Context: an optimization exercise on an open-source flow, tuned for small area and a short achievable clock period. The choices shown serve that exercise and are no tape-out recipe. Where RTL was checked, it was by simulation tests only, not by an equivalence proof against the original. For runs 1 and 3, only the layout was checked, not whether the RTL still works. No run shown here takes its clock network from TritonCTS; it comes from the design's own scripts or RTL. The clock port is modelled as an ideal driver, which makes a skipped or thinned clock tree look cheaper than it is; a real chip needs a root buffer or a tree. Power figures rest on the tool's default switching activity, not on a simulated workload.

### config.mk
export PLATFORM = sky130hd
export DESIGN_NAME = pte_rx
export DESIGN_NICKNAME = pte_rx
export VERILOG_FILES = /design/flow/design.v
export SDC_FILE = /design/flow/constraint.sdc
export NUM_CORES = 4
export LEC_CHECK = 0
export CAP_MARGIN = 20
export CORE_MARGIN = 2
export CORE_UTILIZATION = 60
export SETUP_SLACK_MARGIN = 3.0
export SLEW_MARGIN = 20
### constraint.sdc
create_clock -name core_clock -period 5.0 [get_ports {clk}]
set_input_delay 1.0000 -clock core_clock [delete_from_list [all_inputs] [get_ports {clk}]]
set_output_delay 1.0000 -clock core_clock [all_outputs]
set_load 0.01 [all_outputs]
### design.v
module pte_crc8_rom (
    input  wire [7:0] idx,
    output wire [7:0] val
);
  assign val[0] = idx[0] ^ idx[6] ^ idx[7];
  assign val[1] = idx[0] ^ idx[1] ^ idx[6];
  assign val[2] = idx[0] ^ idx[1] ^ idx[2] ^ idx[6];
  assign val[3] = idx[1] ^ idx[2] ^ idx[3] ^ idx[7];
  assign val[4] = idx[2] ^ idx[3] ^ idx[4];
  assign val[5] = idx[3] ^ idx[4] ^ idx[5];
  assign val[6] = idx[4] ^ idx[5] ^ idx[6];
  assign val[7] = idx[5] ^ idx[6] ^ idx[7];
endmodule
module pte_rx (
    input  wire        clk,
    input  wire        rst,             
    input  wire        in_valid,
    input  wire [7:0]  in_byte,
    output reg         res_valid,
    output wire [7:0]  res_code,        
    output wire [15:0] res_data_len,    
    output wire [7:0]  res_opt_len,     
    output wire [2:0]  res_addr_ctl,    
    output wire        res_ext_hdr_valid,
    output wire [7:0]  res_ext_hdr,
    output wire [47:0] res_orig,        
    output wire        res_dest_valid,
    output wire [31:0] res_dest,        
    output wire [1:0]  res_kind,        
    output wire [31:0] res_data,        
    output wire [7:0]  res_subtel,      
    output wire [15:0] res_rssi_dbm     
);
  localparam [7:0] SYNC      = 8'h55;
  localparam [7:0] PT_RADIO  = 8'h0A;
  wire        rv = in_valid;
  wire [7:0]  rb = in_byte;
  localparam [2:0] A_WAIT = 3'd0;    
  localparam [2:0] A_LH   = 3'd1;    
  localparam [2:0] A_LL   = 3'd2;    
  localparam [2:0] A_OL   = 3'd3;    
  localparam [2:0] A_PT   = 3'd4;    
  localparam [2:0] A_HC   = 3'd5;    
  localparam [2:0] A_BODY = 3'd6;    
  reg  [2:0]  ast;
  reg  [15:0] data_len;
  reg  [7:0]  opt_len;
  reg  [15:0] cnt;            
  reg         cnt_zero;       
  reg         cnt_one;        
  reg         in_opt;         
  reg  [7:0]  crc;            
  reg         hdr_bad;
  reg         pkt_bad;
  reg         dl_short;       
  reg         oversize;       
  localparam [3:0] P_HDR  = 4'd0;
  localparam [3:0] P_EXTH = 4'd1;
  localparam [3:0] P_EXTK = 4'd2;
  localparam [3:0] P_ORIG = 4'd3;
  localparam [3:0] P_DEST = 4'd4;
  localparam [3:0] P_DATA = 4'd5;
  localparam [3:0] P_DCRC = 4'd6;
  localparam [3:0] P_SUB  = 4'd7;
  localparam [3:0] P_SIG  = 4'd8;
  localparam [3:0] P_DONE = 4'd9;    
  localparam [3:0] P_E23  = 4'd10;   
  reg  [3:0]  pst;
  reg  [2:0]  fcnt;           
  reg  [2:0]  addr_ctl;
  reg         ext_flag;
  reg  [3:0]  kind_sel;
  reg         dest_valid;
  reg  [7:0]  ext_hdr;
  reg  [47:0] orig;
  reg  [31:0] dest;
  reg  [31:0] data;
  reg  [7:0]  subtel;
  reg  [7:0]  rssi_lo;        
  reg         rssi_neg;       
  reg  [7:0]  dcrc;           
  reg  [4:0]  code;           
  wire [7:0]  crc_next;
  wire [7:0]  dcrc_next;
  pte_crc8_rom u_crc  (.idx(crc  ^ rb), .val(crc_next));
  pte_crc8_rom u_dcrc (.idx(dcrc ^ rb), .val(dcrc_next));
  function automatic [15:0] dec16(input [15:0] x);
    integer i;
    begin
      for (i = 0; i < 16; i = i + 1)
        dec16[i] = x[i] ^ ~(|(x & ((16'd1 << i) - 16'd1)));
    end
  endfunction
  function automatic [7:0] neg8(input [7:0] x);
    integer i;
    begin
      for (i = 0; i < 8; i = i + 1)
        neg8[i] = x[i] ^ (|(x & ((8'd1 << i) - 8'd1)));
    end
  endfunction
  function automatic cout8(input [7:0] a, input [7:0] b);
    integer i;
    reg c;
    begin
      c = 1'b0;
      for (i = 0; i < 8; i = i + 1)
        c = (a[i] & b[i]) | ((a[i] | b[i]) & c);
      cout8 = c;
    end
  endfunction
  wire [7:0]  csa_x = {cnt[7:3] ^ rb[7:3], ~(cnt[2:0] ^ rb[2:0])};
  wire [7:0]  csa_y = {cnt[7:3] & rb[7:3],  (cnt[2:0] | rb[2:0])};
  wire        lo_c  = cout8(csa_x, {csa_y[6:0], 1'b0});
  wire        hi_ff = &cnt[15:8];
  wire        hi_fe = (cnt[15:8] == 8'hFE);
  wire        oversize_in = (hi_ff && (csa_y[7] || lo_c)) || (hi_fe && csa_y[7] && lo_c);
  wire        opt_zero  = (opt_len == 8'd0);
  wire        at_trail  = in_opt ? cnt_one : (cnt_zero && opt_zero);
  wire        cnt_hi0   = (cnt[15:2] == 14'd0);
  wire        in_body   = rv && (ast == A_BODY);
  wire        last_byte = in_body && at_trail;
  wire        discard   = (ast == A_WAIT) || ((ast == A_PT) && oversize);
  wire [2:0]  orig_last = (rb[7:5] == 3'b000) ? 3'd2 :
                          (rb[7:5] == 3'b011) ? 3'd5 : 3'd3;
  wire [2:0]  data_last = (kind_sel == 4'd2) ? 3'd3 : 3'd0;
  wire        fcnt_zero = (fcnt == 3'd0);
  wire        kind_bad  = (kind_sel > 4'd2);
  reg  [7:0]  code_next;
  always @(*) begin
    if (hdr_bad)                               code_next = 8'h12;
    else if (pkt_bad)                          code_next = 8'h13;
    else if (dl_short)                         code_next = 8'h20;
    else if (addr_ctl[2])                      code_next = 8'h21;
    else if ((pst == P_DONE) && kind_bad)      code_next = 8'h22;
    else if (pst == P_E23)                     code_next = 8'h23;
    else if (pst != P_DONE)                    code_next = 8'h25;
    else if (crc != rb)                        code_next = 8'h24;
    else                                       code_next = 8'h00;
  end
  assign res_code = {2'b00, code[4:3], 1'b0, code[2:0]};
  always @(posedge clk) begin
    if (rst)
      ast <= A_WAIT;
    else if (rv) begin
      case (ast)
        A_WAIT: if (rb == SYNC) ast <= A_LH;
        A_LH:   ast <= A_LL;
        A_LL:   ast <= A_OL;
        A_OL:   ast <= A_PT;
        A_PT: begin
          if (!oversize)
            ast <= A_HC;
          else if (rb == SYNC)             
            ast <= A_LH;                   
          else
            ast <= A_WAIT;
        end
        A_HC:   ast <= A_BODY;
        A_BODY: if (at_trail) ast <= A_WAIT;
        default: ast <= A_WAIT;
      endcase
    end
  end
  always @(posedge clk) begin
    if (discard)
      crc <= 8'd0;
    else if (rv)
      crc <= crc_next;
  end
  always @(posedge clk) begin
    if (rv) begin
      if (ast == A_LH) data_len[15:8] <= rb;
      if (ast == A_LL) data_len[7:0]  <= rb;
      if (ast == A_OL) opt_len        <= rb;
      if (ast == A_OL) oversize       <= oversize_in;
      if (ast == A_PT) pkt_bad        <= (rb != PT_RADIO);
      if (ast == A_HC) hdr_bad        <= (crc != rb);
      if (ast == A_HC) dl_short       <= (cnt[15:3] == 13'd0) && (cnt[2:0] != 3'd7);
      if (last_byte)   code           <= {code_next[5:4], code_next[2:0]};
    end
  end
  always @(posedge clk) begin
    if (rv && ast == A_LH) begin
      cnt[15:8] <= rb;
    end else if (rv && ast == A_LL) begin
      cnt[7:0]  <= rb;
    end else if (rv && ast == A_HC) begin
      cnt_zero <= (cnt == 16'd0);
      in_opt   <= 1'b0;
    end else if (in_body) begin
      if (!in_opt && cnt_zero) begin
        cnt      <= {8'd0, opt_len};
        cnt_one  <= (opt_len == 8'd1);
        in_opt   <= 1'b1;
      end else begin
        cnt      <= dec16(cnt);
        cnt_zero <= cnt_hi0 && (cnt[1:0] == 2'd1);
        cnt_one  <= cnt_hi0 && (cnt[1:0] == 2'd2);
      end
    end
  end
  always @(posedge clk) begin
    if (rst) res_valid <= 1'b0;
    else     res_valid <= last_byte;
  end
  wire [7:0]  zb = (pst == P_HDR) ? 8'd0 : rb;
  always @(posedge clk) begin
    if (rv && ast == A_HC) begin
      pst  <= P_HDR;
    end else if (in_body) begin
      case (pst)
        P_HDR: begin
          addr_ctl     <= rb[7:5];
          ext_flag     <= rb[4];
          kind_sel     <= rb[3:0];
          dest_valid   <= (rb[7:5] == 3'b010);
          orig[47:24]  <= {3{zb}};    
          data[31:8]   <= {3{zb}};
          dcrc         <= 8'd0;
          fcnt         <= orig_last;
          if (rb[4])
            pst <= P_EXTH;
          else if (rb[3:0] == 4'hF)
            pst <= P_EXTK;
          else
            pst <= P_ORIG;
        end
        P_EXTH: begin
          ext_hdr <= rb;
          pst     <= (kind_sel == 4'hF) ? P_EXTK : P_ORIG;
        end
        P_EXTK: pst <= P_ORIG;
        P_ORIG: begin
          case (fcnt)
            3'd0:    orig[7:0]   <= rb;
            3'd1:    orig[15:8]  <= rb;
            3'd2:    orig[23:16] <= rb;
            3'd3:    orig[31:24] <= zb;
            3'd4:    orig[39:32] <= zb;
            default: orig[47:40] <= zb;
          endcase
          if (fcnt_zero) begin
            fcnt <= dest_valid ? 3'd3 : data_last;
            pst  <= dest_valid ? P_DEST : kind_bad ? P_DONE : P_DATA;
          end else
            fcnt <= fcnt - 3'd1;
        end
        P_DEST: begin
          case (fcnt[1:0])
            2'd0:    dest[7:0]   <= rb;
            2'd1:    dest[15:8]  <= rb;
            2'd2:    dest[23:16] <= rb;
            default: dest[31:24] <= rb;
          endcase
          if (fcnt_zero) begin
            fcnt <= data_last;
            pst  <= kind_bad ? P_DONE : P_DATA;
          end else
            fcnt <= fcnt - 3'd1;
        end
        P_DATA: begin
          case (fcnt[1:0])
            2'd0:    data[7:0]   <= rb;
            2'd1:    data[15:8]  <= zb;
            2'd2:    data[23:16] <= zb;
            default: data[31:24] <= zb;
          endcase
          dcrc <= dcrc_next;
          if (fcnt_zero)
            pst <= P_DCRC;
          else
            fcnt <= fcnt - 3'd1;
        end
        P_DCRC: pst <= (dcrc != rb) ? P_E23 : P_SUB;
        P_SUB: begin
          subtel <= rb;
          pst    <= P_SIG;
        end
        P_SIG: begin
          rssi_lo  <= neg8(rb);
          rssi_neg <= (rb != 8'd0);
          pst      <= P_DONE;
        end
        default: ;
      endcase
    end
  end
  assign res_data_len      = data_len;
  assign res_opt_len       = opt_len;
  assign res_addr_ctl      = addr_ctl;
  assign res_ext_hdr_valid = ext_flag;
  assign res_ext_hdr       = ext_hdr;
  assign res_orig          = orig;
  assign res_dest_valid    = dest_valid;
  assign res_dest          = dest;
  assign res_kind          = kind_sel[1:0];
  assign res_data          = data;
  assign res_subtel        = subtel;
  assign res_rssi_dbm      = {{8{rssi_neg}}, rssi_lo};
endmodule
### flow/run.sh
#!/bin/bash
# Layout: the standard flow (standard synthesis included), with
# - port buffers of the smallest plain buffer instead of the delay buffer
#   that buffer_ports picks by itself;
# - a hand-built two-level clock tree (flow/cts_hook.tcl) in place of
#   TritonCTS's three-level one.
set -euo pipefail
bash standard.sh BUFFER_PORTS_ARGS="-buffer_cell sky130_fd_sc_hd__buf_1" \
  PRE_CTS_TCL="$PWD/flow/cts_hook.tcl" finish > standard_flow.log 2>&1
### flow/cts_hook.tcl
# PRE_CTS hook: build the clock tree by hand (see mycts.tcl) with two buffer
# levels instead of TritonCTS's three, then skip TritonCTS.
source [file join [file dirname [info script]] mycts.tcl]
set nsinks [llength [[[ord::get_db_block] findNet clk] getITerms]]
set nleaf [expr {max(4, ($nsinks + 19) / 20)}]
my_cts $nleaf 4 sky130_fd_sc_hd__clkbuf_16 sky130_fd_sc_hd__clkbuf_16
rename clock_tree_synthesis {}
proc clock_tree_synthesis { args } { puts "clock tree already built by cts_hook.tcl" }
set_propagated_clock [all_clocks]
### flow/mycts.tcl
# Two-level (or one-level) clock tree built by hand: the clock port drives
# NROOT buffers (or NLEAF leaf buffers directly when NROOT is 0); each leaf
# buffer drives one cluster of flip-flop clock pins, clustered by k-means on
# their placed locations.
proc my_cts { nleaf nroot leafcell rootcell } {
  set db [ord::get_db]
  set block [ord::get_db_block]
  set clknet [$block findNet clk]
  set sinks {}
  foreach it [$clknet getITerms] {
    lappend sinks $it
  }
  set n [llength $sinks]
  # sink locations
  set xs {}; set ys {}
  foreach it $sinks {
    set b [[$it getInst] getBBox]
    lappend xs [expr {([$b xMin] + [$b xMax]) / 2.0}]
    lappend ys [expr {([$b yMin] + [$b yMax]) / 2.0}]
  }
  # k-means, seeded along a sorted order
  set order [lsort -indices -real $xs]
  set cx {}; set cy {}
  for {set k 0} {$k < $nleaf} {incr k} {
    set i [lindex $order [expr {int(($k + 0.5) * $n / $nleaf)}]]
    lappend cx [lindex $xs $i]; lappend cy [lindex $ys $i]
  }
  for {set iter 0} {$iter < 50} {incr iter} {
    set asg {}
    for {set i 0} {$i < $n} {incr i} {
      set best 0; set bd 1e30
      for {set k 0} {$k < $nleaf} {incr k} {
        set d [expr {abs([lindex $xs $i] - [lindex $cx $k]) + abs([lindex $ys $i] - [lindex $cy $k])}]
        if {$d < $bd} { set bd $d; set best $k }
      }
      lappend asg $best
    }
    # balance: cap cluster size
    set sx [lrepeat $nleaf 0.0]; set sy [lrepeat $nleaf 0.0]; set sc [lrepeat $nleaf 0]
    for {set i 0} {$i < $n} {incr i} {
      set k [lindex $asg $i]
      lset sx $k [expr {[lindex $sx $k] + [lindex $xs $i]}]
      lset sy $k [expr {[lindex $sy $k] + [lindex $ys $i]}]
      lset sc $k [expr {[lindex $sc $k] + 1}]
    }
    for {set k 0} {$k < $nleaf} {incr k} {
      if {[lindex $sc $k] > 0} {
        lset cx $k [expr {[lindex $sx $k] / [lindex $sc $k]}]
        lset cy $k [expr {[lindex $sy $k] / [lindex $sc $k]}]
      }
    }
  }
  set lm [$db findMaster $leafcell]
  set rm [$db findMaster $rootcell]
  # root buffers: the leaf buffers are grouped by k-means on their places,
  # and each group's root buffer goes to the group's centre
  set drv_nets {}
  set leafroot {}
  if {$nroot > 0} {
    set rx {}; set ry {}
    for {set r 0} {$r < $nroot} {incr r} {
      set k [expr {int(($r + 0.5) * $nleaf / $nroot)}]
      lappend rx [lindex $cx $k]; lappend ry [lindex $cy $k]
    }
    for {set iter 0} {$iter < 30} {incr iter} {
      set leafroot {}
      set sx [lrepeat $nroot 0.0]; set sy [lrepeat $nroot 0.0]; set sc [lrepeat $nroot 0]
      for {set k 0} {$k < $nleaf} {incr k} {
        set best 0; set bd 1e30
        for {set r 0} {$r < $nroot} {incr r} {
          set d [expr {abs([lindex $cx $k] - [lindex $rx $r]) + abs([lindex $cy $k] - [lindex $ry $r])}]
          if {$d < $bd} { set bd $d; set best $r }
        }
        lappend leafroot $best
        lset sx $best [expr {[lindex $sx $best] + [lindex $cx $k]}]
        lset sy $best [expr {[lindex $sy $best] + [lindex $cy $k]}]
        lset sc $best [expr {[lindex $sc $best] + 1}]
      }
      for {set r 0} {$r < $nroot} {incr r} {
        if {[lindex $sc $r] > 0} {
          lset rx $r [expr {[lindex $sx $r] / [lindex $sc $r]}]
          lset ry $r [expr {[lindex $sy $r] / [lindex $sc $r]}]
        }
      }
    }
    for {set r 0} {$r < $nroot} {incr r} {
      set inst [odb::dbInst_create $block $rm "clkroot_$r"]
      set net [odb::dbNet_create $block "clknet_root_$r"]
      $net setSigType CLOCK
      [$inst findITerm A] connect $clknet
      [$inst findITerm X] connect $net
      $inst setLocation [expr {int([lindex $rx $r])}] [expr {int([lindex $ry $r])}]
      $inst setPlacementStatus PLACED
      lappend drv_nets $net
    }
  } else {
    for {set k 0} {$k < $nleaf} {incr k} { lappend leafroot 0 }
    lappend drv_nets $clknet
  }
  for {set k 0} {$k < $nleaf} {incr k} {
    set inst [odb::dbInst_create $block $lm "clkleaf_$k"]
    set net [odb::dbNet_create $block "clknet_leaf_$k"]
    $net setSigType CLOCK
    [$inst findITerm A] connect [lindex $drv_nets [lindex $leafroot $k]]
    [$inst findITerm X] connect $net
    $inst setLocation [expr {int([lindex $cx $k])}] [expr {int([lindex $cy $k])}]
    $inst setPlacementStatus PLACED
    for {set i 0} {$i < $n} {incr i} {
      if {[lindex $asg $i] == $k} {
        set it [lindex $sinks $i]
        $it disconnect
        $it connect $net
      }
    }
  }
  $clknet setSigType CLOCK
}
### standard.sh
#!/bin/bash
# synth_recipe.tcl (not shown) runs the flow's synth.tcl, then flattens the netlist and writes it again
# the make line also repeats each setting of config.mk as NAME=value (left out here)
make -C /OpenROAD-flow-scripts/flow DESIGN_CONFIG=/design/flow/config.mk WORK_HOME=/design/flow/orfs CLKGATE_MAP_FILE= SYNTH_SCRIPT=/design/flow/synth_recipe.tcl "${@:-finish}"
==> flow_metrics.env, run 1 <==
export IMPL_status="timing/DRC/antenna clean"
export IMPL_switchingPower_w=0.000642
export IMPL_cpMaxStageDelayCell="a222oi_1"
export IMPL_rsz0062_at_grt="true"
export IMPL_route_detailed_drc=0
export IMPL_synthCells=650
export IMPL_gp_congestion=0.887
export IMPL_setup_tns_ns=0
export IMPL_clk_pin_slew_ns=0.10
export IMPL_swShare_pct=19.1
export IMPL_io_pins=195
export IMPL_multi_input_area_um2=3490
export IMPL_drive_gt1_share_pct=25.1
export IMPL_timing_hold_ws_ns=0.542
export IMPL_fillerInstances=867
export IMPL_synth_yosys_seq_area_share_pct=69.7
export IMPL_timing_reg2reg_setup_slack_ns=2.84
export IMPL_core_area_um2=15300
export IMPL_maxCapViolCount=0
export IMPL_finalMaxSlewViolations=0
export IMPL_r2r_cells=6
export IMPL_grt_remaining_overflow=0
export IMPL_area_growth_pct=30.8
export IMPL_vias_per_cell=5.71
export IMPL_max_vdd_ir_drop_mv=0.205
export IMPL_final_cell_mix="209 x edfxtp_1, 177 x buf_1, 52 x nor2_1"
export IMPL_crit_fanout=8
export IMPL_antenna_found_initial=0
export IMPL_slew_headroom_pct=50.2
export IMPL_synth_enable_flop_cells=209
export IMPL_mostFrequentLayoutCell="edfxtp_1"
export IMPL_cp_cell_sequence="buf_6 -> ha_1 -> a222oi_1 -> buf_4 -> a22oi_1 -> a21oi_2 -> o21ai_1"
export IMPL_netlist_area_um2=9470
export IMPL_dr_wl_met3_um=1280
export IMPL_total_leakage_power_nw=4.25
export IMPL_finalCritPeriodShare_pct=46.9
export IMPL_ys_warnings_count=1
export IMPL_p_total_w=0.00336
export IMPL_tightestPinTransition_ns=0.744
export IMPL_dieHeight_um=130
export IMPL_avgSynthCellArea_um2=14.6
export IMPL_hpwl_um=14900
export IMPL_setup_viol=0
export IMPL_hold_start="pkt_bad"
export IMPL_regArea_um2=6600
export IMPL_num_vias=6320
export IMPL_ant_nets=0
export IMPL_diodes=0
export IMPL_ctsHoldBuffers=0
export IMPL_start_kind="input port"
export IMPL_rr_startpoint="cnt[6]"
export IMPL_dieWidth_um=130
export IMPL_critical_path_max_stage_delay_ns=0.45
export IMPL_post_dp_cell_area_um2=10800
export IMPL_power_density_nw_per_um2=271
export IMPL_grt_max_degree=29
export IMPL_fin_worst_skew_ns=0.0719
export IMPL_worst_hold_path_type="flop to flop"
export IMPL_async_flop_share_pct=0
export IMPL_fin_util_pct=80.9
export IMPL_num_nets_final=939
export IMPL_crit_arrival_ns=2.42
export IMPL_start_util_pct=61.8
export IMPL_min_to="code[0]"
export IMPL_design_area_um2=12400
export IMPL_combPwrFrac_pct=6.5
export IMPL_timing_rr_end="oversize"
export IMPL_topRoutingLayerUsed="met4"
export IMPL_synth_flop_cell="edfxtp_1"
export IMPL_endpoint_kind="flop"
export IMPL_dieArea_um2=16800
export IMPL_rows=45
export IMPL_whs_path_depth=2
export IMPL_worstPathRequired_ns=5.07
export IMPL_clock_power_share_pct=32.8
export IMPL_fmax_mhz=426
export IMPL_power_frac_seq_pct=60.7
export IMPL_met1_length_um=9630
export IMPL_grt_pass1_wl_um=33700
export IMPL_first_pass_iters=5
export IMPL_first_iter_violations=489
export IMPL_wl_um=23800
export IMPL_intPower_w=0.00272
export IMPL_final_hold_violation_count=0
export IMPL_clk_latency_ns=0.33
export IMPL_wire_per_inst_um=21.5
export IMPL_wl_met2_um=12200
export IMPL_fin_crit_ns=2.35
export IMPL_synth_distinct_cells=67
export IMPL_grt_pass1_vias=5993
export IMPL_track_usage_pct=26.3
export IMPL_portBuffers=191
export IMPL_ys_ff_latch=225
export IMPL_critical_path_class="input port to flop"
## synth_stat cells, drive strengths merged, types with 5 or more instances
| library cell | instances | share of area (%) |
|---|---|---|
| a211oi | 9 | 0.77 |
| a21oi | 29 | 1.6 |
| and2 | 7 | 0.46 |
| buf | 31 | 1.9 |
| clkbuf | 6 | 0.24 |
| dfxtp | 16 | 3.4 |
| edfxtp | 209 | 66 |
| ha | 31 | 4.1 |
| inv | 21 | 0.83 |
| nand2 | 36 | 1.4 |
| nand2b | 11 | 0.73 |
| nand3 | 10 | 0.53 |
| nand4 | 5 | 0.40 |
| nor2 | 61 | 2.4 |
| nor2b | 9 | 0.62 |
| nor3 | 12 | 0.79 |
| nor4 | 9 | 0.82 |
| o21ai | 19 | 1.0 |
| o22ai | 5 | 0.33 |
| o31ai | 9 | 0.82 |
| xnor2 | 38 | 3.8 |
| xor2 | 13 | 1.2 |
## power groups by stage
stage | Clock [W] | Sequential (W) | Combinational (W)
2_1_floorplan | 0 | 0.00208 | 0.000101
3_3_place_gp | 0 | 0.00208 | 0.000144
3_5_place_dp | 0 | 0.00208 | 0.000147
4_1_cts | 0.00111 | 0.00204 | 0.000194
5_1_grt | 0.00117 | 0.00204 | 0.000231
6_report | 0.00110 | 0.00204 | 0.000219
## critical path: cells and delay by family
kind,cells,cell delay [ns]
buffers and inverters,2,0.35
AO/OA/AOI/OAI,4,0.82
adder cells (fa/ha/maj),1,0.25
## metrics by stage
stage	setup WS, ns	instances
finish	2.65	1106
global route	2.68	1106
CTS	2.79	1084
detailed placement	1.66	1030
global placement	1.72	1030
floorplan	2.65	652
## worst max path at each step
stage / start / endpoint / slack [ns] / depth (start not counted)
floorplan: in_byte[0] / crc[2] / 2.65 / 7
global placement: in_valid / rssi_neg / 1.72 / 4
detailed placement: in_valid / rssi_lo[5] / 1.66 / 4
CTS: in_byte[1] / crc[2] / 2.79 / 8
global route: in_byte[7] / oversize / 2.68 / 7
finish: in_byte[4] / oversize / 2.65 / 7
## routing by layer
layer  GRT usage [%]  vias to the layer above
li1                -                     2879
met1            35.6                     3110
met2            46.3                      276
met3            2.68                       55
met4            6.51                        0
met5               0                        -
## layout make-up
cell class / instances / area share, %
sequential: 225 / 53.3
buffer: 16 / 3.23
timing repair inverter: 2 / 0.121
timing repair buffer: 260 / 12.3
tap: 211 / 2.13
multi-input combinational: 371 / 28.2
inverter: 21 / 0.798
## logic make-up after synthesis
group           count (synthesis)  share of synthesized area (%)
fa+ha+maj                      31                           4.10
other cells                     1                         0.0396
xor+xnor                       56                           6.16
mux                             4                          0.436
simple gates                  181                           10.1
compound gates                 94                           6.55
flops                         225                           69.7
buf+inv                        58                           3.01
## registers in the layout (all words and copies together), names as in the netlist, 3 cells and up
signal,count
dest,32
data_len,16
code,5
fcnt,3
ext_hdr,8
dcrc,8
cnt,16
rssi_lo,8
subtel,8
orig,48
crc,8
data,32
pst,4
addr_ctl,3
kind_sel,4
opt_len,8
ast,3
## repair_timing
item | 4_1_cts | 5_1_grt
buffers inserted | 35 | 20
gates resized for setup | 102 | 62
endpoints found under the setup margin | 318 | 97
pin swaps | 30 | 43
cloned | 3 | 2
==> inputs of run 2 (changes only) <==
--- a/design.v
+++ b/design.v
@@ -33,8 +33,12 @@
 );
   localparam [7:0] SYNC      = 8'h55;
   localparam [7:0] PT_RADIO  = 8'h0A;
-  wire        rv = in_valid;
-  wire [7:0]  rb = in_byte;
+  reg         rv;             
+  reg  [7:0]  rb;             
+  always @(posedge clk) begin
+    rv <= in_valid && !rst;
+    rb <= in_byte;
+  end
   localparam [2:0] A_WAIT = 3'd0;    
   localparam [2:0] A_LH   = 3'd1;    
   localparam [2:0] A_LL   = 3'd2;    
@@ -52,7 +56,6 @@
   reg  [7:0]  crc;            
   reg         hdr_bad;
   reg         pkt_bad;
-  reg         dl_short;       
   reg         oversize;       
   localparam [3:0] P_HDR  = 4'd0;
   localparam [3:0] P_EXTH = 4'd1;
@@ -108,11 +111,11 @@
       cout8 = c;
     end
   endfunction
-  wire [7:0]  csa_x = {cnt[7:3] ^ rb[7:3], ~(cnt[2:0] ^ rb[2:0])};
-  wire [7:0]  csa_y = {cnt[7:3] & rb[7:3],  (cnt[2:0] | rb[2:0])};
+  wire [7:0]  csa_x = {data_len[7:3] ^ rb[7:3], ~(data_len[2:0] ^ rb[2:0])};
+  wire [7:0]  csa_y = {data_len[7:3] & rb[7:3],  (data_len[2:0] | rb[2:0])};
   wire        lo_c  = cout8(csa_x, {csa_y[6:0], 1'b0});
-  wire        hi_ff = &cnt[15:8];
-  wire        hi_fe = (cnt[15:8] == 8'hFE);
+  wire        hi_ff = &data_len[15:8];
+  wire        hi_fe = (data_len[15:8] == 8'hFE);
   wire        oversize_in = (hi_ff && (csa_y[7] || lo_c)) || (hi_fe && csa_y[7] && lo_c);
   wire        opt_zero  = (opt_len == 8'd0);
   wire        at_trail  = in_opt ? cnt_one : (cnt_zero && opt_zero);
@@ -125,6 +128,7 @@
   wire [2:0]  data_last = (kind_sel == 4'd2) ? 3'd3 : 3'd0;
   wire        fcnt_zero = (fcnt == 3'd0);
   wire        kind_bad  = (kind_sel > 4'd2);
+  wire        dl_short  = (data_len[15:3] == 13'd0) && (data_len[2:0] != 3'd7);
   reg  [7:0]  code_next;
   always @(*) begin
     if (hdr_bad)                               code_next = 8'h12;
@@ -175,17 +179,13 @@
       if (ast == A_OL) oversize       <= oversize_in;
       if (ast == A_PT) pkt_bad        <= (rb != PT_RADIO);
       if (ast == A_HC) hdr_bad        <= (crc != rb);
-      if (ast == A_HC) dl_short       <= (cnt[15:3] == 13'd0) && (cnt[2:0] != 3'd7);
       if (last_byte)   code           <= {code_next[5:4], code_next[2:0]};
     end
   end
   always @(posedge clk) begin
-    if (rv && ast == A_LH) begin
-      cnt[15:8] <= rb;
-    end else if (rv && ast == A_LL) begin
-      cnt[7:0]  <= rb;
-    end else if (rv && ast == A_HC) begin
-      cnt_zero <= (cnt == 16'd0);
+    if (rv && ast == A_HC) begin
+      cnt      <= data_len;
+      cnt_zero <= (data_len == 16'd0);
       in_opt   <= 1'b0;
     end else if (in_body) begin
       if (!in_opt && cnt_zero) begin
@@ -203,7 +203,6 @@
     if (rst) res_valid <= 1'b0;
     else     res_valid <= last_byte;
   end
-  wire [7:0]  zb = (pst == P_HDR) ? 8'd0 : rb;
   always @(posedge clk) begin
     if (rv && ast == A_HC) begin
       pst  <= P_HDR;
@@ -214,8 +213,8 @@
           ext_flag     <= rb[4];
           kind_sel     <= rb[3:0];
           dest_valid   <= (rb[7:5] == 3'b010);
-          orig[47:24]  <= {3{zb}};    
-          data[31:8]   <= {3{zb}};
+          orig[23:0]   <= 24'd0;    
+          data[23:0]   <= 24'd0;
           dcrc         <= 8'd0;
           fcnt         <= orig_last;
           if (rb[4])
@@ -231,14 +230,7 @@
         end
         P_EXTK: pst <= P_ORIG;
         P_ORIG: begin
-          case (fcnt)
-            3'd0:    orig[7:0]   <= rb;
-            3'd1:    orig[15:8]  <= rb;
-            3'd2:    orig[23:16] <= rb;
-            3'd3:    orig[31:24] <= zb;
-            3'd4:    orig[39:32] <= zb;
-            default: orig[47:40] <= zb;
-          endcase
+          orig <= {orig[39:0], rb};
           if (fcnt_zero) begin
             fcnt <= dest_valid ? 3'd3 : data_last;
             pst  <= dest_valid ? P_DEST : kind_bad ? P_DONE : P_DATA;
@@ -246,12 +238,7 @@
             fcnt <= fcnt - 3'd1;
         end
         P_DEST: begin
-          case (fcnt[1:0])
-            2'd0:    dest[7:0]   <= rb;
-            2'd1:    dest[15:8]  <= rb;
-            2'd2:    dest[23:16] <= rb;
-            default: dest[31:24] <= rb;
-          endcase
+          dest <= {dest[23:0], rb};
           if (fcnt_zero) begin
             fcnt <= data_last;
             pst  <= kind_bad ? P_DONE : P_DATA;
@@ -259,12 +246,7 @@
             fcnt <= fcnt - 3'd1;
         end
         P_DATA: begin
-          case (fcnt[1:0])
-            2'd0:    data[7:0]   <= rb;
-            2'd1:    data[15:8]  <= zb;
-            2'd2:    data[23:16] <= zb;
-            default: data[31:24] <= zb;
-          endcase
+          data <= {data[23:0], rb};
           dcrc <= dcrc_next;
           if (fcnt_zero)
             pst <= P_DCRC;
==> flow/cts_hook.tcl (replaced) <==
# PRE_CTS hook: build the clock tree by hand (see mycts.tcl) with two buffer
# levels instead of TritonCTS's three, then skip TritonCTS.
source [file join [file dirname [info script]] mycts.tcl]
set nsinks [llength [[[ord::get_db_block] findNet clk] getITerms]]
set nleaf [expr {max(4, ($nsinks + 14) / 15)}]
my_cts $nleaf 4 sky130_fd_sc_hd__clkbuf_8 sky130_fd_sc_hd__clkbuf_16
rename clock_tree_synthesis {}
proc clock_tree_synthesis { args } { puts "clock tree already built by cts_hook.tcl" }
set_propagated_clock [all_clocks]
--- a/config.mk
+++ b/config.mk
@@ -7,6 +7,6 @@
 export LEC_CHECK = 0
 export CAP_MARGIN = 20
 export CORE_MARGIN = 2
-export CORE_UTILIZATION = 60
+export CORE_UTILIZATION = 70
 export SETUP_SLACK_MARGIN = 3.0
 export SLEW_MARGIN = 20
==> flow_metrics.env, run 2 <==
export IMPL_status="timing/DRC/antenna clean"
export IMPL_top_register="orig"
export IMPL_area_growth_pct=15.9
export IMPL_dieArea_um2=14900
export IMPL_dieHeight_um=122
export IMPL_grt_max_degree=33
export IMPL_cpMaxStageDelayCell="edfxtp_1"
export IMPL_synth_distinct_cells=64
export IMPL_ys_warnings_count=1
export IMPL_synth_most_common_cell="edfxtp_1"
export IMPL_synthTopCellsByArea="edfxtp_1 64%, dfxtp_1 5.3%, ha_1 3.5%, xnor2_1 3.4%, and3_1 3.1%"
export IMPL_hpwl_um=14700
export IMPL_reg_top3="orig (48), data (32), dest (32)"
export IMPL_grt_busiest_layer="met2"
export IMPL_setup_viol=0
export IMPL_num_nets_final=931
export IMPL_synth_top_area_share_pct=63.7
export IMPL_met1_usage_pct=39.5
export IMPL_fin_crit_ns=2.00
export IMPL_synth_enable_flop_cells=207
export IMPL_setup_tns_ns=0
export IMPL_synth_yosys_seq_area_share_pct=69.0
export IMPL_fmax_mhz=499
export IMPL_final_cell_mix="207 x edfxtp_1, 182 x buf_1, 47 x and3_1"
export IMPL_first_iter_violations=842
export IMPL_endpoint_kind="primary output"
export IMPL_portBuffers=191
export IMPL_diodes=0
export IMPL_synth_flop_cell="edfxtp_1"
export IMPL_slew_headroom_pct=52.3
export IMPL_fillerInstances=777
export IMPL_num_vias=6439
export IMPL_antenna_found_initial=0
export IMPL_max_vdd_ir_drop_mv=0.207
export IMPL_p_total_w=0.00318
export IMPL_synth_top_cells_by_count="207 x edfxtp_1, 49 x nor2_1, 48 x and3_1"
export IMPL_mostFrequentLayoutCell="edfxtp_1"
export IMPL_netlist_area_um2=9760
export IMPL_grt_remaining_overflow=0
export IMPL_dieWidth_um=122
export IMPL_ys_ff_latch=233
export IMPL_io_pins=195
export IMPL_crit_fanout=4
export IMPL_clk_pin_slew_ns=0.11
export IMPL_clk_latency_ns=0.31
export IMPL_crit_arrival_ns=1.00
export IMPL_tightestPinTransition_ns=0.713
export IMPL_wl_um=22200
export IMPL_finalMaxSlewViolations=0
export IMPL_maxCapViolCount=0
export IMPL_avgSynthCellArea_um2=14.3
export IMPL_rows=43
export IMPL_worst_slack_ns=3.00
export IMPL_worst_hold_path_type="flop to flop"
export IMPL_ctsHoldBuffers=0
export IMPL_worstPathRequired_ns=4.00
export IMPL_start_kind="flop"
export IMPL_gp_congestion=0.956
export IMPL_start_util_pct=70.9
export IMPL_vias_per_cell=6.01
export IMPL_finalCritPeriodShare_pct=40.1
export IMPL_track_usage_pct=28.5
export IMPL_drive_gt1_share_pct=14.0
export IMPL_dp_worst_setup_slack_ns=2.07
export IMPL_rsz0062_at_grt="true"
export IMPL_total_leakage_power_nw=4.03
export IMPL_ant_nets=0
export IMPL_fin_worst_skew_ns=0.0452
export IMPL_grt_pass1_wl_um=32800
export IMPL_grt_pass1_vias=6077
export IMPL_critical_path_class="flop to primary output"
export IMPL_async_flop_share_pct=0
export IMPL_grt_met2_usage_pct=48.6
export IMPL_largest_reg_flops=48
export IMPL_grtUsageMet3_pct=3.23
export IMPL_wire_per_inst_um=20.7
export IMPL_core_area_um2=13800
export IMPL_critical_path_max_stage_delay_ns=0.52
export IMPL_power_density_nw_per_um2=281
export IMPL_cp_cell_sequence="buf_1"
export IMPL_yosysTopAreaCell="edfxtp_1"
export IMPL_first_pass_iters=6
export IMPL_crit_family="flip-flops"
export IMPL_crit_buf_inv=1
export IMPL_synthCells=684
export IMPL_final_hold_violation_count=0
export IMPL_route_detailed_drc=0
[run 2: cell types whose count changed after synthesis, sizes merged, moves of 5 or more]
cell and delta:
and3 +44, a21oi -8, nand2b -5, o21ai +6, dfxtp +10, buf -5, nor2 -12, clkbuf +12
[run 2: metrics by stage]
step | util (%) | cells | area, um^2 | hold slack [ns]
2_1_floorplan | - | 686 | 9810 | 0.428
3_3_place_gp | 76.8 | 1024 | 10600 | 0.428
3_5_place_dp | 76.8 | 1024 | 10600 | 0.437
4_1_cts | 80.5 | 1056 | 11100 | 0.434
5_1_grt | 82.2 | 1071 | 11300 | 0.461
6_report | 82.2 | 1071 | 11300 | 0.439
[run 2: final timing paths]
kind                                  start         endpoint  slack, ns  cells after the start
worst max register to register       pst[2]          fcnt[2]       3.09                      3
worst min-delay path               orig[17]         orig[25]       0.44                      0
worst max-delay path            data_len[3]  res_data_len[3]       3.00                      1
worst min register to register     orig[17]         orig[25]       0.44                      0
[run 2: layout make-up]
type | count | area [um^2] | share of cell area (%)
sequential | 233 | 6760 | 59.7
timing repair buffer | 225 | 1010 | 8.97
timing repair inverter | 1 | 7.51 | 0.0663
inverter | 23 | 101 | 0.896
multi-input combinational | 389 | 2890 | 25.5
buffer | 20 | 320 | 2.83
tap | 180 | 225 | 1.99
[run 2: layer usage]
layer / wire [um] / vias to the layer above
li1: - / 2917
met1: 8390 / 3127
met2: 11400 / 352
met3: 1870 / 43
met4: 519 / 0
met5: 0 / -
[run 2: repair_timing]
action | in CTS | in global routing
gates resized for setup | 30 | 41
pin swaps | 4 | 1
buffers inserted | 8 | 15
setup endpoints to repair | 260 | 125
gates cloned | 4 | 0
[run 2: cells by family (layout without fill, tap and decap cells)]
kind of cell	Yosys count	count (layout)	synth area share, %
adder cells (fa/ha/maj)	27	27	3.46
other	1	3	0.0384
multiplexers	4	4	0.436
flip-flops	233	233	69.0
XOR/XNOR	56	56	5.83
AND/OR/NAND/NOR	207	210	11.7
buffers and inverters	67	269	3.51
AO/OA/AOI/OAI	89	89	6.04
[run 2: power breakdown]
group          total (W)  internal [W]  switching [W]
registers        0.00211       0.00210      0.0000123
clock network   0.000954      0.000433       0.000522
logic           0.000113     0.0000511      0.0000618
total            0.00318       0.00258       0.000596
==> inputs of run 3 (changes only) <==
--- a/design.v
+++ b/design.v
@@ -54,8 +54,6 @@
   reg         cnt_one;        
   reg         in_opt;         
   reg  [7:0]  crc;            
-  reg         hdr_bad;
-  reg         pkt_bad;
   reg         oversize;       
   localparam [3:0] P_HDR  = 4'd0;
   localparam [3:0] P_EXTH = 4'd1;
@@ -68,11 +66,13 @@
   localparam [3:0] P_SIG  = 4'd8;
   localparam [3:0] P_DONE = 4'd9;    
   localparam [3:0] P_E23  = 4'd10;   
+  localparam [3:0] P_EXHK = 4'd11;   
   reg  [3:0]  pst;
   reg  [2:0]  fcnt;           
   reg  [2:0]  addr_ctl;
   reg         ext_flag;
-  reg  [3:0]  kind_sel;
+  reg  [1:0]  kind;           
+  reg         kind_bad;       
   reg         dest_valid;
   reg  [7:0]  ext_hdr;
   reg  [47:0] orig;
@@ -125,16 +125,17 @@
   wire        discard   = (ast == A_WAIT) || ((ast == A_PT) && oversize);
   wire [2:0]  orig_last = (rb[7:5] == 3'b000) ? 3'd2 :
                           (rb[7:5] == 3'b011) ? 3'd5 : 3'd3;
-  wire [2:0]  data_last = (kind_sel == 4'd2) ? 3'd3 : 3'd0;
+  wire [2:0]  data_last = (kind == 2'd2) ? 3'd3 : 3'd0;
   wire        fcnt_zero = (fcnt == 3'd0);
-  wire        kind_bad  = (kind_sel > 4'd2);
+  localparam [4:0] K_OK = 5'b00_000;
+  localparam [4:0] K_12 = 5'b01_010;
+  localparam [4:0] K_13 = 5'b01_011;
+  localparam [4:0] K_20 = 5'b10_000;
   wire        dl_short  = (data_len[15:3] == 13'd0) && (data_len[2:0] != 3'd7);
-  reg  [7:0]  code_next;
+  wire        env_ok    = (code == K_OK);
+  reg  [7:0]  code_next;              
   always @(*) begin
-    if (hdr_bad)                               code_next = 8'h12;
-    else if (pkt_bad)                          code_next = 8'h13;
-    else if (dl_short)                         code_next = 8'h20;
-    else if (addr_ctl[2])                      code_next = 8'h21;
+    if (addr_ctl[2])                           code_next = 8'h21;
     else if ((pst == P_DONE) && kind_bad)      code_next = 8'h22;
     else if (pst == P_E23)                     code_next = 8'h23;
     else if (pst != P_DONE)                    code_next = 8'h25;
@@ -177,9 +178,12 @@
       if (ast == A_LL) data_len[7:0]  <= rb;
       if (ast == A_OL) opt_len        <= rb;
       if (ast == A_OL) oversize       <= oversize_in;
-      if (ast == A_PT) pkt_bad        <= (rb != PT_RADIO);
-      if (ast == A_HC) hdr_bad        <= (crc != rb);
-      if (last_byte)   code           <= {code_next[5:4], code_next[2:0]};
+      if (ast == A_PT) code           <= (rb != PT_RADIO) ? K_13 : K_OK;
+      if (ast == A_HC) begin
+        if (crc != rb)                code <= K_12;
+        else if (env_ok && dl_short)  code <= K_20;
+      end
+      if (last_byte && env_ok) code   <= {code_next[5:4], code_next[2:0]};
     end
   end
   always @(posedge clk) begin
@@ -211,14 +215,15 @@
         P_HDR: begin
           addr_ctl     <= rb[7:5];
           ext_flag     <= rb[4];
-          kind_sel     <= rb[3:0];
+          kind         <= rb[1:0];
+          kind_bad     <= (rb[3:2] != 2'b00) || (rb[1:0] == 2'b11);
           dest_valid   <= (rb[7:5] == 3'b010);
           orig[23:0]   <= 24'd0;    
           data[23:0]   <= 24'd0;
           dcrc         <= 8'd0;
           fcnt         <= orig_last;
           if (rb[4])
-            pst <= P_EXTH;
+            pst <= (rb[3:0] == 4'hF) ? P_EXHK : P_EXTH;
           else if (rb[3:0] == 4'hF)
             pst <= P_EXTK;
           else
@@ -226,7 +231,11 @@
         end
         P_EXTH: begin
           ext_hdr <= rb;
-          pst     <= (kind_sel == 4'hF) ? P_EXTK : P_ORIG;
+          pst     <= P_ORIG;
+        end
+        P_EXHK: begin
+          ext_hdr <= rb;
+          pst     <= P_EXTK;
         end
         P_EXTK: pst <= P_ORIG;
         P_ORIG: begin
@@ -275,7 +284,7 @@
   assign res_orig          = orig;
   assign res_dest_valid    = dest_valid;
   assign res_dest          = dest;
-  assign res_kind          = kind_sel[1:0];
+  assign res_kind          = kind;
   assign res_data          = data;
   assign res_subtel        = subtel;
   assign res_rssi_dbm      = {{8{rssi_neg}}, rssi_lo};
==> flow/cts_hook.tcl (replaced) <==
# PRE_CTS hook: build the clock tree by hand (see mycts.tcl) with two buffer
# levels instead of TritonCTS's three, then skip TritonCTS.
source [file join [file dirname [info script]] mycts.tcl]
set nsinks [llength [[[ord::get_db_block] findNet clk] getITerms]]
set nleaf [expr {max(4, ($nsinks + 19) / 20)}]
my_cts $nleaf 4 sky130_fd_sc_hd__clkbuf_16 sky130_fd_sc_hd__clkbuf_16
rename clock_tree_synthesis {}
proc clock_tree_synthesis { args } { puts "clock tree already built by cts_hook.tcl" }
set_propagated_clock [all_clocks]
--- a/flow/mycts.tcl
+++ b/flow/mycts.tcl
@@ -52,56 +52,30 @@
   }
   set lm [$db findMaster $leafcell]
   set rm [$db findMaster $rootcell]
-  # root buffers: the leaf buffers are grouped by k-means on their places,
-  # and each group's root buffer goes to the group's centre
+  # root buffers
   set drv_nets {}
-  set leafroot {}
   if {$nroot > 0} {
-    set rx {}; set ry {}
-    for {set r 0} {$r < $nroot} {incr r} {
-      set k [expr {int(($r + 0.5) * $nleaf / $nroot)}]
-      lappend rx [lindex $cx $k]; lappend ry [lindex $cy $k]
-    }
-    for {set iter 0} {$iter < 30} {incr iter} {
-      set leafroot {}
-      set sx [lrepeat $nroot 0.0]; set sy [lrepeat $nroot 0.0]; set sc [lrepeat $nroot 0]
-      for {set k 0} {$k < $nleaf} {incr k} {
-        set best 0; set bd 1e30
-        for {set r 0} {$r < $nroot} {incr r} {
-          set d [expr {abs([lindex $cx $k] - [lindex $rx $r]) + abs([lindex $cy $k] - [lindex $ry $r])}]
-          if {$d < $bd} { set bd $d; set best $r }
-        }
-        lappend leafroot $best
-        lset sx $best [expr {[lindex $sx $best] + [lindex $cx $k]}]
-        lset sy $best [expr {[lindex $sy $best] + [lindex $cy $k]}]
-        lset sc $best [expr {[lindex $sc $best] + 1}]
-      }
-      for {set r 0} {$r < $nroot} {incr r} {
-        if {[lindex $sc $r] > 0} {
-          lset rx $r [expr {[lindex $sx $r] / [lindex $sc $r]}]
-          lset ry $r [expr {[lindex $sy $r] / [lindex $sc $r]}]
-        }
-      }
-    }
+    set mx 0.0; set my 0.0
+    foreach x $cx y $cy { set mx [expr {$mx + $x}]; set my [expr {$my + $y}] }
+    set mx [expr {$mx / $nleaf}]; set my [expr {$my / $nleaf}]
     for {set r 0} {$r < $nroot} {incr r} {
       set inst [odb::dbInst_create $block $rm "clkroot_$r"]
       set net [odb::dbNet_create $block "clknet_root_$r"]
       $net setSigType CLOCK
       [$inst findITerm A] connect $clknet
       [$inst findITerm X] connect $net
-      $inst setLocation [expr {int([lindex $rx $r])}] [expr {int([lindex $ry $r])}]
+      $inst setLocation [expr {int($mx)}] [expr {int($my)}]
       $inst setPlacementStatus PLACED
       lappend drv_nets $net
     }
   } else {
-    for {set k 0} {$k < $nleaf} {incr k} { lappend leafroot 0 }
     lappend drv_nets $clknet
   }
   for {set k 0} {$k < $nleaf} {incr k} {
     set inst [odb::dbInst_create $block $lm "clkleaf_$k"]
     set net [odb::dbNet_create $block "clknet_leaf_$k"]
     $net setSigType CLOCK
-    [$inst findITerm A] connect [lindex $drv_nets [lindex $leafroot $k]]
+    [$inst findITerm A] connect [lindex $drv_nets [expr {$k % [llength $drv_nets]}]]
     [$inst findITerm X] connect $net
     $inst setLocation [expr {int([lindex $cx $k])}] [expr {int([lindex $cy $k])}]
     $inst setPlacementStatus PLACED
==> flow_metrics.env, run 3 <==
export IMPL_status="timing/DRC/antenna clean"
export IMPL_synth_distinct_cells=61
export IMPL_route_detailed_drc=0
export IMPL_async_flop_share_pct=0
export IMPL_synthTopCellsByArea="edfxtp_1 63%, dfxtp_1 5.4%, xnor2_1 4.5%, ha_1 3.5%, and2_1 2.7%"
export IMPL_first_pass_iters=6
export IMPL_start_kind="flop"
export IMPL_synth_top_area_share_pct=63.4
export IMPL_grt_max_degree=33
export IMPL_final_hold_violation_count=0
export IMPL_mostFrequentLayoutCell="edfxtp_1"
export IMPL_fin_crit_ns=2.31
export IMPL_max_vdd_ir_drop_mv=0.269
export IMPL_crit_fanout=4
export IMPL_fin_worst_skew_ns=0.0465
export IMPL_dieArea_um2=14800
export IMPL_design_area_um2=12200
export IMPL_largest_reg_flops=48
export IMPL_intPower_w=0.00272
export IMPL_area_growth_pct=26.1
export IMPL_reg_top3="orig (48), data (32), dest (32)"
export IMPL_ant_nets=0
export IMPL_track_usage_pct=31.8
export IMPL_clk_pin_slew_ns=0.09
export IMPL_worstPathRequired_ns=5.11
export IMPL_synthCells=713
export IMPL_swShare_pct=20.3
export IMPL_final_cell_mix="204 x edfxtp_1, 179 x buf_1, 51 x nor2_1, 51 x buf_4, 44 x xnor2_1"
export IMPL_combPwrFrac_pct=4.7
export IMPL_timing_reg2reg_setup_slack_ns=2.69
export IMPL_endpoint_kind="flop"
export IMPL_grt_pass1_vias=6564
export IMPL_power_frac_seq_pct=61.2
export IMPL_rows=42
export IMPL_drive_gt1_share_pct=20.6
export IMPL_num_vias=7255
export IMPL_cp_cell_sequence="or4_4 -> nor4_4 -> a22o_4 -> nand2_4 -> or3_4 -> o31ai_2"
export IMPL_slew_headroom_pct=33.2
export IMPL_fin_cells=1137
export IMPL_first_iter_violations=1005
export IMPL_synth_yosys_seq_area_share_pct=68.7
export IMPL_wl_um=27700
export IMPL_place_inst=1049
export IMPL_crit_arrival_ns=2.43
export IMPL_fin_util_pct=91.3
export IMPL_yosysTopAreaCell="edfxtp_1"
export IMPL_total_leakage_power_nw=4.20
export IMPL_finalMaxSlewViolations=0
export IMPL_setup_viol=0
export IMPL_maxCapViolCount=0
export IMPL_num_nets_final=1000
export IMPL_ctsHoldBuffers=0
export IMPL_dieHeight_um=122
export IMPL_rsz0062_at_grt="true"
export IMPL_synth_most_common_cell="edfxtp_1"
export IMPL_post_dp_cell_area_um2=10500
export IMPL_grt_remaining_overflow=0
export IMPL_start_util_pct=72.4
export IMPL_ys_warnings_count=1
export IMPL_worst_hold_path_type="flop to flop"
export IMPL_gp_congestion=0.870
export IMPL_power_density_nw_per_um2=280
export IMPL_switchingPower_w=0.000691
export IMPL_top_register="orig"
export IMPL_worst_slack_ns=2.69
export IMPL_clock_power_share_pct=34.1
export IMPL_cpMaxStageDelayCell="or4_4"
export IMPL_finalCritPeriodShare_pct=46.3
export IMPL_antenna_found_initial=0
export IMPL_setup_tns_ns=0
export IMPL_critical_path_max_stage_delay_ns=0.59
export IMPL_ys_ff_latch=230
export IMPL_synth_top_cells_by_count="204 x edfxtp_1, 60 x nor2_1, 50 x xnor2_1"
export IMPL_portBuffers=191
export IMPL_avgSynthCellArea_um2=13.6
export IMPL_io_pins=195
export IMPL_wire_per_inst_um=24.4
export IMPL_core_area_um2=13300
export IMPL_critical_path_class="flop to flop"
export IMPL_dp_worst_setup_slack_ns=2.14
export IMPL_clk_latency_ns=0.33
export IMPL_fillerInstances=470
export IMPL_synth_flop_cell="edfxtp_1"
export IMPL_tightestPinTransition_ns=0.994
export IMPL_grt_pass1_wl_um=35900
export IMPL_dieWidth_um=122
export IMPL_netlist_area_um2=9670
export IMPL_hpwl_um=14800
export IMPL_synth_enable_flop_cells=204
export IMPL_vias_per_cell=6.38
export IMPL_fmax_mhz=432
run 3: cell types whose count changed after synthesis, moves of 4 or more:
cell,delta
and2_1,+38
and3_1,-47
buf_2,-4
buf_6,-4
clkbuf_1,+11
nand2_1,+10
nand2b_1,+4
nand3_1,+8
nor2_1,+11
o21ai_0,+4
xnor2_1,+12
run 3: worst paths after layout:
path | startpoint | to | cells past startpoint
setup / recovery | opt_len[4] | code[1] | 6
hold / removal | orig[31] | orig[39] | 0
setup reg to reg | opt_len[4] | code[1] | 6
hold reg to reg | orig[31] | orig[39] | 0
run 3: through the flow:
stage	hold slack, ns	total power [W]
6_report	0.437	0.00341
2_1_floorplan	0.490	0.00221
4_1_cts	0.440	0.00337
5_1_grt	0.434	0.00347
3_3_place_gp	0.427	0.00223
3_5_place_dp	0.432	0.00224
run 3: logic make-up (layout without fill, tap and decap cells):
group / Yosys count / in the layout / share of synthesized area (%)
AO/OA/AOI/OAI: 95 / 98 / 6.47
XOR/XNOR: 63 / 63 / 5.71
adder cells (fa/ha/maj): 27 / 27 / 3.49
buffers and inverters: 67 / 308 / 3.13
flip-flops: 230 / 230 / 68.7
multiplexers: 2 / 2 / 0.233
other: 1 / 4 / 0.0388
AND/OR/NAND/NOR: 228 / 229 / 12.2
run 3: critical path: cells and delay by family (launching register included):
| family | cells | cell delay, ns |
|---|---|---|
| simple gates | 4 | 1.26 |
| compound gates | 2 | 0.41 |
| flops | 1 | 0.43 |
run 3: repair_timing:
action	in CTS	in global routing
pin swaps	13	20
cloned	4	3
buffers inserted	31	33
gates resized for setup	70	76
setup endpoints to repair	245	183
run 3: routing by layer:
metal / up-vias / global-route usage (%) / part of all wire, %
li1: 3046 / - / -
met1: 3514 / 41.3 / 34
met2: 577 / 55.9 / 52
met3: 118 / 4.17 / 9.5
met4: 0 / 11.0 / 4.4
met5: - / 0 / 0
run 3: cell type report:
| class | count | area [um^2] | area share, % |
|---|---|---|---|
| diodes | 1 | 2.50 | 0.0205 |
| plain buffers | 16 | 400 | 3.28 |
| inverters | 23 | 113 | 0.924 |
| multi-input cells | 422 | 3200 | 26.2 |
| flip-flops and latches | 230 | 6680 | 54.8 |
| well taps | 176 | 220 | 1.81 |
| repair buffers | 269 | 1580 | 13.0 |
run 3: power by group through the flow:
stage          Sequential [W]  Combinational, W  Clock (W)
2_1_floorplan         0.00213         0.0000814          0
6_report              0.00209          0.000161    0.00116
4_1_cts               0.00209          0.000135    0.00115
3_3_place_gp          0.00213          0.000106          0
3_5_place_dp          0.00213          0.000111          0
5_1_grt               0.00209          0.000170    0.00121

[re-timing with driven ports]
How much do the figures lean on ideal ports? The routed layouts below were timed once more, with nothing changed but the port constraints. Step 1 (the two cells are an assumption about what drives the block):
set clk [get_ports {clk}]
set_driving_cell -lib_cell sky130_fd_sc_hd__clkbuf_16 $clk
set_driving_cell -lib_cell sky130_fd_sc_hd__buf_2 [delete_from_list [all_inputs] $clk]
Step 2, shift: input delay + t, output delay - t, t = (earliest + latest rising clock arrival at the registers) / 2. This alone moves slack from input paths to output paths. Slacks: ideal / step 1 / step 2; pairs: ideal / step 1.
run | shift t [ns] | setup slack, ns | worst setup path after step 2 | slew at the worst register clock pin (ns)
run 1 | 0.388 | 2.654 / 2.699 / 2.311 | input to register | 0.10 / 0.10
run 2 | 0.373 | 2.996 / 2.911 / 3.085 | register to register | 0.11 / 0.11
run 3 | 0.380 | 2.686 / 2.686 / 2.686 | register to register | 0.11 / 0.11
After both steps setup and hold are still met in every run listed. For run 1, which loses most, drivers alone change the setup slack by +0.045 ns; drivers and shift together by -0.343 ns.
